From an optimization exercise on the open Yosys and OpenROAD flow, aimed at small area; shortcuts taken in it are not production practice. Only simulation tests tie the RTL to the original design; equivalence was not proved. No activity file was given, so power comes from the tool's default toggle rates.

**design/flow/design.v**
```verilog
module nexa_tx (
    input  wire        clk,
    input  wire        rst,
    input  wire        start,
    input  wire [63:0] cmd,
    input  wire [31:0] now_us,
    output wire        pin,
    output wire        busy,
    output wire        fault
);
    localparam [8:0]  POS_SYNC = 9'd245;
    reg        busy_r;
    reg        fault_r;
    reg [28:0] bits_r;      
    reg [15:0] reps_left;
    reg [8:0]  pos;
    reg [31:0] dl;          
    assign busy  = busy_r;
    assign fault = fault_r;
    wire [7:0] cmd_unit  = cmd[39:32];
    wire       cmd_valid = (cmd_unit >= 8'd1) && (cmd_unit <= 8'd4) && (cmd[63:48] != 16'd0);
    wire [32:0] cc;
    assign cc[0] = 1'b1;
    genvar i;
    generate for (i = 0; i < 32; i = i + 1) begin : g_cmp
        assign cc[i+1] = (now_us[i] & ~dl[i]) | (now_us[i] & cc[i]) | (~dl[i] & cc[i]);
    end endgenerate
    wire reached = ~(now_us[31] ^ ~dl[31] ^ cc[31]);
    wire in_data  = pos[8];
    wire at_last  = ~pos[8] & ~pos[7] & pos[5] & pos[3] & pos[1] & ~pos[0];  
    wire in_gap   = ~pos[8] & ~pos[7] & pos[5] & pos[3] & pos[1] &  pos[0];  
    wire at_sync0 = ~pos[8] &  pos[7] & ~pos[3] & ~pos[1];                   
    wire at_pause0= ~pos[8] & ~pos[7] & (pos[5:0] == 6'd0);                  
    wire [31:0] frame_bits = {bits_r[0], bits_r[1], 1'b1, 1'b1, bits_r[2], 1'b1, bits_r[3], bits_r[4], bits_r[5],
                              bits_r[6], bits_r[7], bits_r[8], bits_r[9], bits_r[10], bits_r[11], bits_r[12],
                              bits_r[13], bits_r[14], bits_r[15], bits_r[16], bits_r[17], bits_r[18], bits_r[19],
                              bits_r[20], bits_r[21], bits_r[22], bits_r[23], bits_r[24], bits_r[25], bits_r[26],
                              bits_r[27], bits_r[28]};
    wire        dbit = frame_bits[pos[7:3]];
    wire [2:0] j = pos[2:0];
    wire data_level = (j == 3'd0) | ((j == 3'd2) & dbit) | ((j == 3'd6) & ~dbit);
    assign pin = busy_r & (in_data ? data_level : (at_sync0 | at_pause0));
    wire last_rep = (reps_left == 16'd1);
    wire idle       = ~busy_r;
    wire go         = idle & start & cmd_valid;
    wire slot_step  = busy_r & ~in_gap & reached;
    wire gap_step   = busy_r &  in_gap & reached;
    wire restart    = gap_step & ~last_rep;
    wire        use_dl  = busy_r & ~in_gap & ~at_last;
    wire        to_gap  = busy_r & at_last;
    wire [31:0] add_a   = use_dl ? dl : now_us;
    wire [31:0] add_b   = {16'd0, to_gap, 3'd0, to_gap, 3'd0, 1'b1, ~to_gap, 1'b1, 1'b1, 1'b1, 1'b0, ~to_gap, 1'b0};
    wire [31:0] dl_next;
    wire [32:0] ac;
    assign ac[0] = 1'b0;
    generate for (i = 0; i < 32; i = i + 1) begin : g_add
        assign dl_next[i] = add_a[i] ^ add_b[i] ^ ac[i];
        assign ac[i+1]    = (add_a[i] & add_b[i]) | (add_a[i] & ac[i]) | (add_b[i] & ac[i]);
    end endgenerate
    always @(posedge clk) begin
        if (rst) begin
            busy_r  <= 1'b0;
            fault_r <= 1'b0;
        end else begin
            if (start & busy_r)
                fault_r <= 1'b1;
            if (go)
                busy_r <= 1'b1;
            else if (gap_step & last_rep)
                busy_r <= 1'b0;
        end
        if (idle) begin
            bits_r    <= {cmd[25:0], ~cmd[40], cmd[33] ^ cmd[32], cmd[32]};
            reps_left <= cmd[63:48];
        end else if (gap_step) begin
            reps_left <= reps_left - 16'd1;
        end
        if (go | restart | slot_step)
            pos <= (idle | in_gap) ? POS_SYNC : pos + 9'd1;
        if (go | slot_step | restart)
            dl <= dl_next;
    end
endmodule
```
**design/flow/flow/run.sh**
```bash
#!/bin/bash
# Standard ORFS layout with three changes:
#  - abc maps the combinational logic with an area-oriented script
#    (flow/abc_area.script, used through ABC_AREA=1 from a copy of the
#    ORFS scripts folder that differs only in that file);
#  - single-drive port buffers;
#  - a lighter clock tree (clkbuf_4/8, no dummy loads).
# Full tool output goes to standard.log and ORFS's own logs.
set -o pipefail
cp -r "$FLOW_HOME/scripts" scripts_mod
cp flow/abc_area.script scripts_mod/abc_area.script
bash standard.sh SCRIPTS_DIR="$PWD/scripts_mod" ABC_AREA=1 \
  BUFFER_PORTS_ARGS="-buffer_cell sky130_fd_sc_hd__buf_1" \
  CTS_ARGS="-sink_clustering_enable -repair_clock_nets -dont_use_dummy_load -buf_list {sky130_fd_sc_hd__clkbuf_4 sky130_fd_sc_hd__clkbuf_8}" \
  finish > standard.log 2>&1
```
**design/flow/flow/abc_area.script**
```
&get -n
&st
&dch
&nf
&put
buffer -c
topo
stime -c
upsize -c
dnsize -c
```
**design/flow/standard.sh**
```bash
#!/bin/bash
# synth_recipe.tcl (not shown) runs the flow's synth.tcl, then flattens the netlist and writes it again
# the make line also repeats each setting of config.mk as NAME=value (left out here)
make -C /OpenROAD-flow-scripts/flow DESIGN_CONFIG=/design/flow/config.mk WORK_HOME=/design/flow/orfs CLKGATE_MAP_FILE= SYNTH_SCRIPT=/design/flow/synth_recipe.tcl "${@:-finish}"
```
**design/flow/config.mk**
```make
export PLATFORM = sky130hd
export DESIGN_NAME = nexa_tx
export DESIGN_NICKNAME = nexa_tx
export VERILOG_FILES = /design/flow/design.v
export SDC_FILE = /design/flow/constraint.sdc
export NUM_CORES = 4
export LEC_CHECK = 0
export CAP_MARGIN = 20
export CORE_MARGIN = 2
export CORE_UTILIZATION = 40
export PLACE_DENSITY = 0.6
export SLEW_MARGIN = 20
```
**design/flow/constraint.sdc**
```tcl
create_clock -name core_clock -period 10.0 [get_ports {clk}]
set_input_delay 2.0000 -clock core_clock [delete_from_list [all_inputs] [get_ports {clk}]]
set_output_delay 2.0000 -clock core_clock [all_outputs]
set_load 0.01 [all_outputs]
```
==> metrics.md, run 1 <==
| Metric | Value |
|---|---|
| Status | timing/DRC/antenna clean |
| Global-route wire length before repair | roughly 16000 um |
| Clock root cell | clkbuf_8 |
| Resize count post-CTS | 0 |
| Period utilisation layout | between 70% and 80% |
| Stages on worst setup path | 39 |
| Initial Utilization | 41.1% |
| Origin of the critical flop-to-flop path | pos[3]$_SDFFCE_PP0P_ |
| Htree depth | 3 |
| GR Util All Layers | 15.6% |
| Worst reg2reg path depth | 41 |
| Multi-input gate area | around 2100 um2 |
| IO Count | about 100 |
| Vias in the first global route | 3520 |
| P per Cell Area | 120 nW/um2 |
| DR vias | 3549 |
| Worst path max stage delay | 260 ps |
| DRC | 0 |
| Post-synth EDFFs | 86 |
| Initial DRC Count | around 160 |
| Largest net degree at the start of global routing | 61 |
| Seq cells post-synth | 88 |
| DRT Wirelength | 9760 um |
| Final ANT Viol Nets | 0 |
| Layout cell share with drive strength beyond 1 | 5.20% |
| Final #Nets | 677 |
| Worst slew margin | 54.9% |
| # port buffers | a little under 90 |
| Crit Path Category | in -> reg |
| Die area | approximately 13000 um2 |
| Placer Congestion | 0.811 |
| Top-area cell type share of the netlist area | 52.1% |
| Final hold vios | 0 |
| Worst Max-Slew Pin Slew | about 680 ps |
| WP data required | just over 10000 ps |
| Top_reg_cell synth | edfxtp_1 |
| Pins Over Slew Limit | 0 |
| Async SR Flop Fraction | 0% |
| Hold_buf cts | 0 |
| Cells after Synth | 449 |
| Core area | 12100 um2 |
| Worst vdd ir | 0.0684 mV |
| Max Cap Violations | 0 |
| Antenna violations before repair | 0 |
| Syn_nets | between 500 and 600 |
| Final setup viols | 0 |
| CP max FO | 3 |
| Final WS setup | between 2000 and 2500 ps |
| Drt pass-1 iters | 4 |
| Crit path top cell by count | ha_1 |
| Sequential area share after synthesis | between 50% and 60% |
| Setup Buffers After CTS | 0 |
| Synth top cells by count | 86 x edfxtp_1, 53 x inv_1, 46 x nor2_1, 44 x nand2_1, 35 x ha_1 |
| Chip height | 115 um |
| WL/cell | 13.8 um |
| Worst-path clk slew | 80 ps |
| HPWL Detailed | 7320 um |
| Worst setup EP type | register |
| CP max-delay cell | mux2_2 |
| Final core area utilization | about 47% |
| Worst reg2reg path endpoint | dl[31]$_DFFE_PP_ |
| CTS tree | done |
| Clock buffer depth | 2 |
| Distinct cells, synth | 43 |
| Skew-Pair Late Insertion Delay | ~380 ps |
| Dominant cell type by area after synthesis | edfxtp_1 |
| Clk sinks | 88 |
| Mean Syn Cell Area | 11.0 um2 |
| RSZ-0062 raised after global routing | no |
| WHS Path Cells | 2 |
| Fin crit period | 7920 ps |
| FP Rows | 40 |
| TNS Setup | 0 ps |
| Die X | 115 um |
| Crit path DAT | 8040 ps |
| Hold Startpoint | fault_r$_SDFFE_PP0P_ |
| Register area | ~2600 um2 |
| Ys Warns | 1 |
| Delay-heaviest family, CP | adder cells |
| Fill cell count | 1154 |
| Hold Path Sink | fault_r$_SDFFE_PP0P_ |
| Max Fclk | between 0.1 and 0.15 GHz |
| Mapped cell area | 4960 um2 |
| Diodes inserted | 0 |
| Leakage power | between 2 and 2.5 nW |
| CP startpoint kind | input port |
| Mean number of vias per cell | 5.03 |
| Setup slack, reg-to-reg | 2220 ps |
| Placement Setup Slack | 1640 ps |
| GRT Residual Overflow | 0 |
| Total CTS buffers | 9 |
| Most frequent cell after synthesis | edfxtp_1 |
| Synthesis-to-layout area growth | 13.7% |
| Min-Delay Path Class | reg -> reg |
| Final Skew | 35.0 ps |
| Top post-synthesis cells by area | edfxtp_1 52%, ha_1 8.8%, inv_1 4.0% |
| Buf+Inv Stages, Crit Path | 7 |
cell type report:
cell class | instances | area share, %
Tap cell | 168 | 3.73
Clock buffer | 9 | 2.20
Inverter | 53 | 3.53
Sequential cell | 88 | 46.5
Multi-Input combinational cell | 294 | 37.0
Timing Repair Buffer | 94 | 7.02
cells in the final DEF (no fill, tap or decap), types with 7 or more instances in the layout:
master and n:
o22ai_1 8, o21ai_0 24, inv_1 53, edfxtp_1 86
a21oi_1 32, nor3_1 7, nand2_1 44, mux4_2 7
clkbuf_8 9, a2bb2oi_1 7, ha_1 35, buf_1 88
xnor2_1 15, nor2_1 46, a222oi_1 7, o221ai_1 7
worst reg2reg max path: cells and delay by family, from the launching register on:
kind | cells | cell delay, ps
AND/OR/NAND/NOR | 3 | 570
XOR/XNOR | 1 | 120
buffers and inverters | 7 | 770
AO/OA/AOI/OAI | 1 | 160
flip-flops | 1 | 800
adder cells (fa/ha/maj) | 29 | 5140
worst max path at each step:
stage                    startpoint                to  slack [ps]
6_report                  now_us[1]  dl[31]$_DFFE_PP_        2080
5_1_grt        pos[3]$_SDFFCE_PP0P_  dl[31]$_DFFE_PP_        1560
4_1_cts                   now_us[1]  dl[31]$_DFFE_PP_        2030
3_5_place_dp              now_us[1]  dl[31]$_DFFE_PP_        1640
3_3_place_gp              now_us[1]  dl[31]$_DFFE_PP_        1730
2_1_floorplan             now_us[1]  dl[31]$_DFFE_PP_        2210
flip-flops by register name, indices dropped and copies added, names as in the netlist:
| signal | cells |
|---|---|
| bits_r | 29 |
| reps_left | 16 |
| fault_r | 1 |
| pos | 9 |
| busy_r | 1 |
| dl | 32 |
where the power goes:
part | switching, mW | internal (mW) | leakage (nW)
registers | 0.00642 | 0.417 | 0.857
logic | 0.0304 | 0.0280 | 1.29
clock network | 0.115 | 0.0807 | 0.0647
routing by layer:
metal,share of wire (%),track usage (%),vias to the layer above
met5,0,0,-
met4,1.6,6.27,0
met3,5.6,3.95,12
met2,48,25.7,73
met1,44,19.6,1662
li1,-,-,1802
metrics by stage:
step / hold WS (ps) / cell area [um2] / power [mW] / std cells
after floorplan: 502 / 4960 / 0.465 / 449
after detailed placement: 464 / 5480 / 0.491 / 696
final: 476 / 5630 / 0.678 / 706
after CTS: 485 / 5610 / 0.690 / 705
after global routing: 543 / 5630 / 0.709 / 706
after global placement: 456 / 5480 / 0.488 / 696
cells by family after synthesis:
kind of cell	count (synthesis)	synth area share, %
buf+inv	67	5.10
simple gates	127	11.3
fa+ha+maj	38	10.0
flops	88	52.9
mux	13	4.44
compound gates	94	12.1
xor+xnor	22	4.04
==> inputs of run 2 (changes only) <==
==> design/flow/flow/abc_area.script (replaced) <==
&get -n
&st
&dch
&nf -p
&st
&dch
&nf -p
&put
buffer -c
topo
stime -c
upsize -c
dnsize -c
==> run 2 against run 1 <==
Effect of this change:
- clock skew is 4.5 ps lower
- first-iteration DRC count is 35% higher
- wire length is 2.8% higher
- die area is 0.22% higher
- maximum frequency is 3.0% higher
- combinational power is 130% higher
- clock-buffer cell count stayed put
- final cell count is 1.8% higher
- design area is 0.38% lower
- sequential share of layout area is 0.18 points higher
- critical endpoint unchanged
- largest cell class unchanged
- highest routed layer unchanged
==> metrics.md, run 2 <==
| Metric | Value |
|---|---|
| Status | timing/DRC/antenna clean |
| Final setup viols | 0 (unchanged) |
| Mean Syn Cell Area | 10.7 um2 (-3.0%) |
| Clock root cell | clkbuf_8 |
| Pins Over Slew Limit | 0 (unchanged) |
| CP startpoint kind | input port |
| Hold_buf cts | 0 (unchanged) |
| Period utilisation layout | 76.9% (-2.3 points) |
| Cells after Synth | 464 (+3.3%) |
| Top post-synthesis cells by area | edfxtp_1 52%, ha_1 8.8%, inv_1 4.3% |
| Distinct cells, synth | 48 (+12%) |
| Antenna violations before repair | 0 (unchanged) |
| Crit path DAT | 7810 ps (-230 ps) |
| Ys Warns | 1 (unchanged) |
| Drt pass-1 iters | 5 (+1) |
| Min-Delay Path Class | reg -> reg |
| Layout cell share with drive strength beyond 1 | 3.81% (-1.4 points) |
| Resize count post-CTS | 0 (unchanged) |
| Top_reg_cell synth | edfxtp_1 |
| Setup slack, reg-to-reg | 2310 ps (+90 ps) |
| Synthesis-to-layout area growth | 13.0% |
| Syn_nets | 601 (+2.6%) |
| FP Rows | 40 (unchanged) |
| Initial DRC Count | 218 (+35%) |
| Setup Buffers After CTS | 0 (unchanged) |
| HPWL Detailed | 7260 um (-0.92%) |
| Dominant cell type by area after synthesis | edfxtp_1 |
| Fill cell count | 1176 (+1.9%) |
| Initial Utilization | 41.2% (+0.093 points) |
| Worst path max stage delay | 190 ps (-70 ps) |
| Core area | 12100 um2 (unchanged) |
| Placement Setup Slack | 1890 ps (+251 ps) |
| IO Count | 102 (unchanged) |
| TNS Setup | 0 ps (unchanged) |
| Max FFs per register | 32 (unchanged) |
| Commonest non-fill, non-tap cell in the layout | buf_1 |
| Most frequent cells in the layout | 88 x buf_1, 86 x edfxtp_1, 57 x inv_1, 51 x nand2_1, 42 x o21ai_0 |
| Total CTS buffers | 9 (unchanged) |
| Worst setup EP type | register |
| Clk sinks | 88 (unchanged) |
| Vias in the first global route | 3473 (-1.3%) |
| Final #Nets | 690 (+1.9%) |
| Multi-input gate area | 2070 um2 (-0.42%) |
| GRT Residual Overflow | 0 (unchanged) |
| Chip height | 115 um (+0.11%) |
| Most frequent cell after synthesis | edfxtp_1 |
| Worst Max-Slew Pin Slew | 794 ps (+117 ps) |
| Diodes inserted | 0 (unchanged) |
| Sequential area share after synthesis | 52.8% (-0.12 points) |
| Crit path top cell by count | ha_1 |
| Worst slew margin | 47.1% (-7.8 points) |
| Async SR Flop Fraction | 0% (unchanged) |
| DR vias | 3639 (+2.5%) |
| Register area | 2620 um2 (unchanged) |
| CTS tree | done |
| Final WS setup | 2310 ps (+232 ps) |
| P per Cell Area | 143 nW/um2 (+19%) |
| Skew-Pair Late Insertion Delay | 380 ps (about the same) |
| Fin crit period | 7690 ps (-232 ps) |
| Placer Congestion | 0.753 (-7.2%) |
| Die area | 13300 um2 (+0.22%) |
| Worst vdd ir | 0.0731 mV (+6.8%) |
| # port buffers | 88 (unchanged) |
| CP max FO | 3 (unchanged) |
| WP data required | 10120 ps (about the same) |
| GR Util All Layers | 15.9% (+0.29 points) |
| CP max-delay cell | ha_1 |
| Htree depth | 3 (unchanged) |
| DRC | 0 (unchanged) |
| Max Cap Violations | 0 (unchanged) |
| Global-route wire length before repair | 16300 um (+1.8%) |
| Mean number of vias per cell | 5.06 (+0.68%) |
| DRT Wirelength | 10000 um (+2.8%) |
| Synth top cells by count | 86 x edfxtp_1, 57 x inv_1, 51 x nand2_1, 42 x o21ai_0, 35 x ha_1 |
| RSZ-0062 raised after global routing | no |
| Crit Path Category | in -> reg |
| Final hold vios | 0 (unchanged) |
| Top-area cell type share of the netlist area | 52.0% (-0.12 points) |
| Max Fclk | 0.130 GHz (+3.0%) |
| Largest net degree at the start of global routing | 42 (-31%) |
| Leakage power | 2.21 nW (+0.13%) |
| Die X | 115 um (+0.11%) |
| Clock buffer depth | 2 (unchanged) |
| Mapped cell area | 4970 um2 (+0.23%) |
| Top reg by flops | dl |
| Post-synth EDFFs | 86 (unchanged) |
| Final Skew | 30.5 ps (-4.52 ps) |
| Top Registers | dl x32, bits_r x29, reps_left x16 |
| WL/cell | 13.9 um (+0.90%) |
| Final ANT Viol Nets | 0 (unchanged) |
| Seq cells post-synth | 88 (unchanged) |
| Worst-path clk slew | 80 ps (about the same) |
==> run 2: cell types whose count changed after synthesis, moves of 4 or more <==
cell,delta
xnor2_1,-8
mux4_2,-6
a21oi_1,-14
inv_1,+4
nand2_1,+7
nor2_1,-13
o21ai_0,+17
mux2i_1,+7
a31oi_1,+10
==> run 2: stage by stage <==
| step | power (mW) | hold slack [ps] | utilization [%] | area [um2] | instances |
|---|---|---|---|---|---|
| after floorplan | 0.569 | 502 | - | 4970 | 464 |
| after global placement | 0.611 | 450 | 45.5 | 5490 | 710 |
| after detailed placement | 0.617 | 483 | 45.5 | 5490 | 710 |
| after CTS | 0.815 | 503 | 46.5 | 5610 | 719 |
| after global routing | 0.851 | 548 | 46.5 | 5610 | 719 |
| final | 0.803 | 497 | 46.5 | 5610 | 719 |
==> run 2: worst max-delay path, delay by kind of cell <==
kind          cells  cell delay (ps)
buf+inv           7              390
simple gates      2              120
xor+xnor          1              120
fa+ha+maj        30             5200
==> run 2: final cells by class <==
| cell class | instances | share of cell area, % |
|---|---|---|
| timing repair buffer | 93 | 6.55 |
| inverter | 57 | 3.81 |
| sequential | 88 | 46.7 |
| tap | 168 | 3.74 |
| clock buffer | 9 | 2.21 |
| multi-input combinational | 304 | 37.0 |
==> run 2: final timing paths <==
path                                      startpoint              endpoint  cells past startpoint
worst max-delay path                       now_us[1]      dl[31]$_DFFE_PP_                     40
worst min-delay path            fault_r$_SDFFE_PP0P_  fault_r$_SDFFE_PP0P_                      2
worst max register to register  pos[3]$_SDFFCE_PP0P_      dl[30]$_DFFE_PP_                     41
worst min register to register  fault_r$_SDFFE_PP0P_  fault_r$_SDFFE_PP0P_                      2
==> run 2: per-layer routing <==
metal  global-route usage [%]  vias to the layer above  wire length [um]
li1                         -                     1869                 -
met1                     20.1                     1696              4590
met2                     26.3                       66              4880
met3                     5.07                        8               471
met4                     4.34                        0                91
met5                        0                        -                 0
==> run 2: logic make-up after synthesis <==
| kind of cell | share of synthesized area, % |
|---|---|
| compound gates | 14.3 |
| xor+xnor | 2.44 |
| fa+ha+maj | 10.0 |
| buf+inv | 5.44 |
| mux | 2.67 |
| flops | 52.8 |
| simple gates | 12.3 |
==> run 2: report_power, final <==
group          internal [mW]  switching (mW)
sequential             0.452          0.0217
clock                 0.0807           0.116
combinational         0.0528          0.0795
total                  0.586           0.217
==> inputs of run 3 (changes only) <==
--- a/design/flow/config.mk
+++ b/design/flow/config.mk
@@ -7,6 +7,6 @@
 export LEC_CHECK = 0
 export CAP_MARGIN = 20
 export CORE_MARGIN = 2
-export CORE_UTILIZATION = 40
-export PLACE_DENSITY = 0.6
+export CORE_UTILIZATION = 65
+export PLACE_DENSITY = 0.75
 export SLEW_MARGIN = 20
==> run 3 against run 2 <==
Effect of this change:
- final cell count down 9.7%
- sequential power about the same
- die area down 37%
- power down 0.85%
- clock-buffer cell count unchanged
- global-route usage up 8.6 points
- first-iteration DRC count down 9.6%
- setup slack worse by 130 ps
- critical endpoint unchanged
- largest cell class unchanged
==> metrics.md, run 3 <==
| Metric | Value |
|---|---|
| GR Util All Layers | 24.4% (+8.6 points) |
| Distinct cells, synth | 48 (unchanged) |
| Clock buffer depth | 2 (unchanged) |
| Die area | 8360 um2 (-37%) |
| Clk sinks | 88 (unchanged) |
| Buf+Inv Stages, Crit Path | 7 (unchanged) |
| Top_reg_cell synth | edfxtp_1 |
| Synth top cells by count | 86 x edfxtp_1, 57 x inv_1, 51 x nand2_1, 42 x o21ai_0, 35 x ha_1 |
| Stages on worst setup path | 40 (unchanged) |
| Clock root cell | clkbuf_8 |
| Cells after Synth | 464 (unchanged) |
| Resize count post-CTS | 0 (unchanged) |
| FP Rows | 31 (-23%) |
| Final ANT Viol Nets | 0 (unchanged) |
| Initial DRC Count | 197 (-9.6%) |
| Skew-Pair Late Insertion Delay | 360 ps (-20 ps) |
| Worst setup EP type | register |
| Worst-path clk slew | 70 ps (about the same) |
| WHS Path Cells | 2 (unchanged) |
| Max Fclk | 0.128 GHz (-1.7%) |
| Crit path DAT | 7920 ps (+110 ps) |
| Worst path max stage delay | 210 ps (+20 ps) |
| Htree depth | 3 (unchanged) |
| Diodes inserted | 0 (unchanged) |
| CP startpoint kind | input port |
| Top reg by flops | dl |
| Top-area cell type share of the netlist area | 52.0% (unchanged) |
| Die X | 91.4 um (-21%) |
| Vias in the first global route | 3694 (+6.4%) |
| Placement Setup Slack | 1790 ps (-98.5 ps) |
| Final Skew | 22.0 ps (-8.44 ps) |
| Layout cell share with drive strength beyond 1 | 3.82% (+0.0069 points) |
| Status | timing/DRC/antenna clean |
| Period utilisation layout | 78.3% (+1.3 points) |
| Chip height | 91.4 um (-21%) |
| Hold_buf cts | 0 (unchanged) |
| Synthesis-to-layout area growth | 11.1% |
| Setup Buffers After CTS | 0 (unchanged) |
| Top Registers | dl x32, bits_r x29, reps_left x16 |
| Mean Syn Cell Area | 10.7 um2 (unchanged) |
| Min-Delay Path Class | reg -> reg |
| WP data required | 10090 ps (-30 ps) |
| GRT Residual Overflow | 0 (unchanged) |
| Antenna violations before repair | 0 (unchanged) |
| Total CTS buffers | 9 (unchanged) |
| HPWL Detailed | 7170 um (-1.1%) |
| WL met3 | 515 um (+9.3%) |
| CP max-delay cell | ha_1 |
| Most frequent cells in the layout | 88 x buf_1, 86 x edfxtp_1, 56 x inv_1, 51 x nand2_1, 42 x o21ai_0 |
| # port buffers | 88 (unchanged) |
| Largest net degree at the start of global routing | 41 (-2.4%) |
| WL/cell | 14.8 um (+6.5%) |
| Core area | 7330 um2 (-39%) |
| Worst vdd ir | 0.101 mV (+38%) |
| Met2 WL | 5070 um (+4.0%) |
| WHS | 473 ps (-24.2 ps) |
| Final WS setup | 2170 ps (-135 ps) |
| Sequential area share after synthesis | 52.8% (unchanged) |
| Ys Warns | 1 (unchanged) |
| Dominant cell type by area after synthesis | edfxtp_1 |
| CP max FO | 3 (unchanged) |
| TNS Setup | 0 ps (unchanged) |
| DR vias | 3745 (+2.9%) |
| Final setup viols | 0 (unchanged) |
| Top post-synthesis cells by area | edfxtp_1 52%, ha_1 8.8%, inv_1 4.3% |
| P per Cell Area | 144 nW/um2 (+0.84%) |
| RSZ-0062 raised after global routing | no |
| Commonest non-fill, non-tap cell in the layout | buf_1 |
| Setup slack, reg-to-reg | 2240 ps (-70 ps) |
| DRT Wirelength | 9640 um (-3.9%) |
| Mean number of vias per cell | 5.77 (+14%) |
| DRC | 0 (unchanged) |
| Pins Over Slew Limit | 0 (unchanged) |
| Drt pass-1 iters | 5 (unchanged) |
| Max Cap Violations | 0 (unchanged) |
| Delay-heaviest family, CP | adder cells |
| Crit path top cell by count | ha_1 |
| Post-route cell area | 5520 um2 (-1.7%) |
| Final core area utilization | 75.3% (+29 points) |
| Crit Path Category | in -> reg |
| Mapped cell area | 4970 um2 (unchanged) |
| Initial Utilization | 67.8% (+27 points) |
| Highest metal used | met4 |
| Worst reg2reg path depth | 42 (+2.4%) |
| Most frequent cell after synthesis | edfxtp_1 |
| Leakage power | 2.21 nW (-0.19%) |
| DP Area | 5400 um2 (-1.7%) |
| IO Count | 102 (unchanged) |
| Global-route wire length before repair | 16200 um (-0.76%) |
| Post-synth EDFFs | 86 (unchanged) |
| Worst slew margin | 48.2% (+1.1 points) |
| Final hold vios | 0 (unchanged) |
| Placer Congestion | 0.818 (+8.7%) |
| Max FFs per register | 32 (unchanged) |
| Final #Nets | 689 (-0.14%) |
| Worst Max-Slew Pin Slew | 778 ps (-16.0 ps) |
| Routed metal-1 wirelength | 3920 um (-15%) |
| CTS tree | done |
| Seq cells post-synth | 88 (unchanged) |
| Syn_nets | 601 (unchanged) |
| Fin crit period | 7830 ps (+135 ps) |
| Async SR Flop Fraction | 0% (unchanged) |
==> run 3: cell counts after synthesis <==
No cell type changed its count.
==> run 3: final timing paths <==
| check | start | endpoint |
|---|---|---|
| min reg2reg | fault_r$_SDFFE_PP0P_ | fault_r$_SDFFE_PP0P_ |
| max | now_us[1] | dl[31]$_DFFE_PP_ |
| min | fault_r$_SDFFE_PP0P_ | fault_r$_SDFFE_PP0P_ |
| max reg2reg | pos[3]$_SDFFCE_PP0P_ | dl[31]$_DFFE_PP_ |
==> run 3: cells by family after synthesis <==
| family | Yosys count | share of synthesized area [%] |
|---|---|---|
| AND/OR/NAND/NOR | 130 | 12.3 |
| flip-flops | 88 | 52.8 |
| adder cells (fa/ha/maj) | 38 | 10.0 |
| buffers and inverters | 72 | 5.44 |
| multiplexers | 12 | 2.67 |
| AO/OA/AOI/OAI | 111 | 14.3 |
| XOR/XNOR | 13 | 2.44 |
==> run 3: report_power, final <==
group / switching, mW / internal, mW
logic: 0.0796 / 0.0524
registers: 0.0221 / 0.453
clock network: 0.109 / 0.0807
total: 0.210 / 0.586
==> run 3: final cells by class <==
| cell class | instances | area, um2 |
|---|---|---|
| clock buffer | 9 | 124 |
| inverter | 57 | 214 |
| tap | 99 | 124 |
| timing repair buffer | 92 | 360 |
| sequential | 88 | 2620 |
| multi-input combinational | 304 | 2070 |
| fill | 547 | 1810 |
==> run 3: stage by stage <==
step | instances | power (mW)
after floorplan | 464 | 0.569
after global placement | 640 | 0.607
after detailed placement | 640 | 0.615
after CTS | 649 | 0.803
after global routing | 649 | 0.835
final | 649 | 0.796
==> run 3: metal layers <==
layer,up-vias,global-route usage [%]
met4,0,6.31
met3,15,6.14
met2,98,44.9
met1,1766,28.2
met5,-,0
li1,1866,-
==> run 3: tightest hold or removal path: cells and delay by family (launching register included) <==
kind | cells | cell delay [ps]
AND/OR/NAND/NOR | 1 | 70
AO/OA/AOI/OAI | 1 | 40
flip-flops | 1 | 330
==> inputs of run 4 (changes only) <==
--- a/design/flow/flow/run.sh
+++ b/design/flow/flow/run.sh
@@ -11,5 +11,5 @@
 cp flow/abc_area.script scripts_mod/abc_area.script
 bash standard.sh SCRIPTS_DIR="$PWD/scripts_mod" ABC_AREA=1 \
   BUFFER_PORTS_ARGS="-buffer_cell sky130_fd_sc_hd__buf_1" \
-  CTS_ARGS="-sink_clustering_enable -repair_clock_nets -dont_use_dummy_load -buf_list {sky130_fd_sc_hd__clkbuf_4 sky130_fd_sc_hd__clkbuf_8}" \
+  CTS_ARGS="-sink_clustering_enable -repair_clock_nets -dont_use_dummy_load -sink_clustering_size 30 -sink_clustering_max_diameter 150 -buf_list {sky130_fd_sc_hd__clkbuf_8 sky130_fd_sc_hd__clkbuf_16}" \
   finish > standard.log 2>&1
--- a/design/flow/config.mk
+++ b/design/flow/config.mk
@@ -7,6 +7,6 @@
 export LEC_CHECK = 0
 export CAP_MARGIN = 20
 export CORE_MARGIN = 2
-export CORE_UTILIZATION = 65
-export PLACE_DENSITY = 0.75
+export CORE_UTILIZATION = 40
+export PLACE_DENSITY = 0.6
 export SLEW_MARGIN = 20
==> run 4 against run 3 <==
Effect of this change:
- sequential power hardly changed
- via count down 2.5%
- synthesized area unchanged
- worst hold slack better by 19 ps
- clock skew is 1.2 ps lower
- power up 12%
- die area increased by 59%
- final cell count rose by 11%
- global-route usage fell by 8.5 points
==> metrics.md, run 4 <==
| Metric | Value |
|---|---|
| Diodes inserted | 0 (unchanged) |
| Synth top cells by count | 86 x edfxtp_1, 57 x inv_1, 51 x nand2_1, 42 x o21ai_0, 35 x ha_1 |
| Skew-Pair Late Insertion Delay | 350 ps (about the same) |
| Final WS setup | 2270 ps (+97.7 ps) |
| DRC | 0 (unchanged) |
| Cells after Synth | 464 (unchanged) |
| WHS | 492 ps (+19.0 ps) |
| Top reg by flops | dl |
| Crit path DAT | 7820 ps (-100 ps) |
| Crit path top cell by count | ha_1 |
| Final #Nets | 690 (+0.15%) |
| DRT Wirelength | 10000 um (+4.2%) |
| CP max FO | 3 (unchanged) |
| Htree depth | 3 (unchanged) |
| Worst Max-Slew Pin Slew | 799 ps (+21.8 ps) |
| P per Cell Area | 156 nW/um2 (+8.1%) |
| Placement Setup Slack | 1890 ps (+98.5 ps) |
| FP Rows | 40 (+29%) |
| HPWL Detailed | 7260 um (+1.1%) |
| WL/cell | 14.0 um (-5.9%) |
| RSZ-0062 raised after global routing | no |
| Final setup viols | 0 (unchanged) |
| CP startpoint kind | input port |
| Routed metal-1 wirelength | 4660 um (+19%) |
| Post-synth EDFFs | 86 (unchanged) |
| Worst path max stage delay | 190 ps (-20 ps) |
| Final ANT Viol Nets | 0 (unchanged) |
| Crit Path Category | in -> reg |
| Layout cell share with drive strength beyond 1 | 3.81% (-0.0069 points) |
| Final core area utilization | 47.4% (-28 points) |
| Drt pass-1 iters | 5 (unchanged) |
| Top_reg_cell synth | edfxtp_1 |
| WL met3 | 465 um (-9.7%) |
| Inst Count DP | 710 (+11%) |
| DP Area | 5490 um2 (+1.7%) |
| Async SR Flop Fraction | 0% (unchanged) |
| Fin crit period | 7730 ps (-97.7 ps) |
| Final Skew | 20.8 ps (-1.24 ps) |
| Mean number of vias per cell | 5.08 (-12%) |
| Final Power | 0.891 mW (+12%) |
| Worst-path clk slew | 60 ps (about the same) |
| Top-area cell type share of the netlist area | 52.0% (unchanged) |
| Min-Delay Path Class | reg -> reg |
| Met2 WL | 4810 um (-5.2%) |
| Global-route wire length before repair | 16500 um (+1.6%) |
| Synthesis-to-layout area growth | 15.0% |
| Total CTS buffers | 9 (unchanged) |
| Top Registers | dl x32, bits_r x29, reps_left x16 |
| Final hold vios | 0 (unchanged) |
| Syn_nets | 601 (unchanged) |
| Die X | 115 um (+26%) |
| CP max-delay cell | ha_1 |
| Status | timing/DRC/antenna clean |
| Worst slew margin | 46.7% (-1.5 points) |
| Ys Warns | 1 (unchanged) |
| Period utilisation layout | 77.3% (-0.98 points) |
| TNS Setup | 0 ps (unchanged) |
| Commonest non-fill, non-tap cell in the layout | buf_1 |
| Hold_buf cts | 0 (unchanged) |
| CTS tree | done |
| Max Cap Violations | 0 (unchanged) |
| Setup Buffers After CTS | 0 (unchanged) |
| Clock buffer depth | 2 (unchanged) |
| Die area | 13300 um2 (+59%) |
| DR vias | 3651 (-2.5%) |
| Mapped cell area | 4970 um2 (unchanged) |
| Non-filler cells in the finished layout | 719 (+11%) |
| Largest net degree at the start of global routing | 42 (+2.4%) |
| Top post-synthesis cells by area | edfxtp_1 52%, ha_1 8.8%, inv_1 4.3% |
| Worst vdd ir | 0.0681 mV (-33%) |
| Distinct cells, synth | 48 (unchanged) |
| Chip height | 115 um (+26%) |
| Post-route cell area | 5710 um2 (+3.5%) |
| WP data required | 10090 ps (about the same) |
| Initial Utilization | 41.2% (-27 points) |
| Most frequent cell after synthesis | edfxtp_1 |
| Clk sinks | 88 (unchanged) |
| Delay-heaviest family, CP | adder cells |
| IO Count | 102 (unchanged) |
| Buf+Inv Stages, Crit Path | 7 (unchanged) |
| Max Fclk | 0.129 GHz (+1.3%) |
| Initial DRC Count | 192 (-2.5%) |
| Mean Syn Cell Area | 10.7 um2 (unchanged) |
| Pins Over Slew Limit | 0 (unchanged) |
| Max FFs per register | 32 (unchanged) |
| Clock root cell | clkbuf_16 |
| Seq cells post-synth | 88 (unchanged) |
| Sequential area share after synthesis | 52.8% (unchanged) |
| Worst setup EP type | register |
| Placer Congestion | 0.753 (-8.0%) |
| # port buffers | 88 (unchanged) |
| GRT Residual Overflow | 0 (unchanged) |
| Antenna violations before repair | 0 (unchanged) |
| Vias in the first global route | 3489 (-5.5%) |
| Highest metal used | met4 |
| Most frequent cells in the layout | 88 x buf_1, 86 x edfxtp_1, 57 x inv_1, 51 x nand2_1, 42 x o21ai_0 |
| Dominant cell type by area after synthesis | edfxtp_1 |
| GR Util All Layers | 16.0% (-8.5 points) |
| Core area | 12100 um2 (+65%) |
| Fill cell count | 1169 (+110%) |
| Leakage power | 2.26 nW (+2.3%) |
| Resize count post-CTS | 0 (unchanged) |
run 4: cell counts after synthesis:
Identical to the previous run, type by type.
run 4: metal layers:
metal,up-vias,global-route usage (%)
li1,1873,-
met1,1699,20.3
met2,68,26.4
met3,11,4.92
met4,0,4.34
met5,-,0
run 4: final timing paths:
kind | endpoint | depth (start not counted) | slack (ps) | start
max | dl[31]$_DFFE_PP_ | 40 | 2270 | now_us[1]
min | fault_r$_SDFFE_PP0P_ | 2 | 490 | fault_r$_SDFFE_PP0P_
max reg2reg | dl[30]$_DFFE_PP_ | 41 | 2320 | pos[3]$_SDFFCE_PP0P_
min reg2reg | fault_r$_SDFFE_PP0P_ | 2 | 490 | fault_r$_SDFFE_PP0P_
run 4: final cells by class:
class                      instances  area (um2)  area share [%]
inverter                          57         214            3.74
multi-input combinational        304        2070            36.3
clock buffer                       9         225            3.94
sequential                        88        2620            45.9
tap                              168         210            3.68
timing repair buffer              93         368            6.44
run 4: cells by family (layout without fill, tap and decap cells):
logic type	Yosys count	after routing	synth area share (%)
AND/OR/NAND/NOR	130	130	12.3
AO/OA/AOI/OAI	111	111	14.3
flip-flops	88	88	52.8
buffers and inverters	72	159	5.44
adder cells (fa/ha/maj)	38	38	10.0
XOR/XNOR	13	13	2.44
multiplexers	12	12	2.67
run 4: report_power, final:
| group | switching, mW | total (mW) | internal [mW] |
|---|---|---|---|
| registers | 0.0218 | 0.475 | 0.453 |
| logic | 0.0796 | 0.132 | 0.0529 |
| clock network | 0.126 | 0.284 | 0.158 |
run 4: tightest hold or removal path, cell delays in order (launching register included):
cell and delay (ps):
dfxtp_1 330, a21oi_1 40, nor2_1 80

==> static timing again, ports no longer ideal <==
How much do the figures lean on ideal ports? The routed layouts below were timed once more, with nothing changed but the port constraints.
Step 1 sets driving cells, clkbuf_16 on the clock port and buf_2 on the other inputs (assumed; they add their load-dependent delay and slew).
Step 2 times the ports against the registers' clock, not the clock port: input delays grow and output delays shrink by t, the midpoint of the rising clock arrivals with the driver on.
Three values: ideal, step 1, step 2; two values: the first two.
run	shift t [ns]	setup slack, ns	worst setup path at the end
run 1	0.395	2.077 / 2.074 / 1.679	input to register
run 2	0.396	2.309 / 2.310 / 1.917	input to register
run 3	0.379	2.175 / 2.186 / 1.807	input to register
run 4	0.376	2.273 / 2.281 / 1.905	input to register
After both steps every run listed still meets setup and hold. For run 1, which loses most, drivers alone change the setup slack by -0.003 ns; drivers and shift together by -0.398 ns.
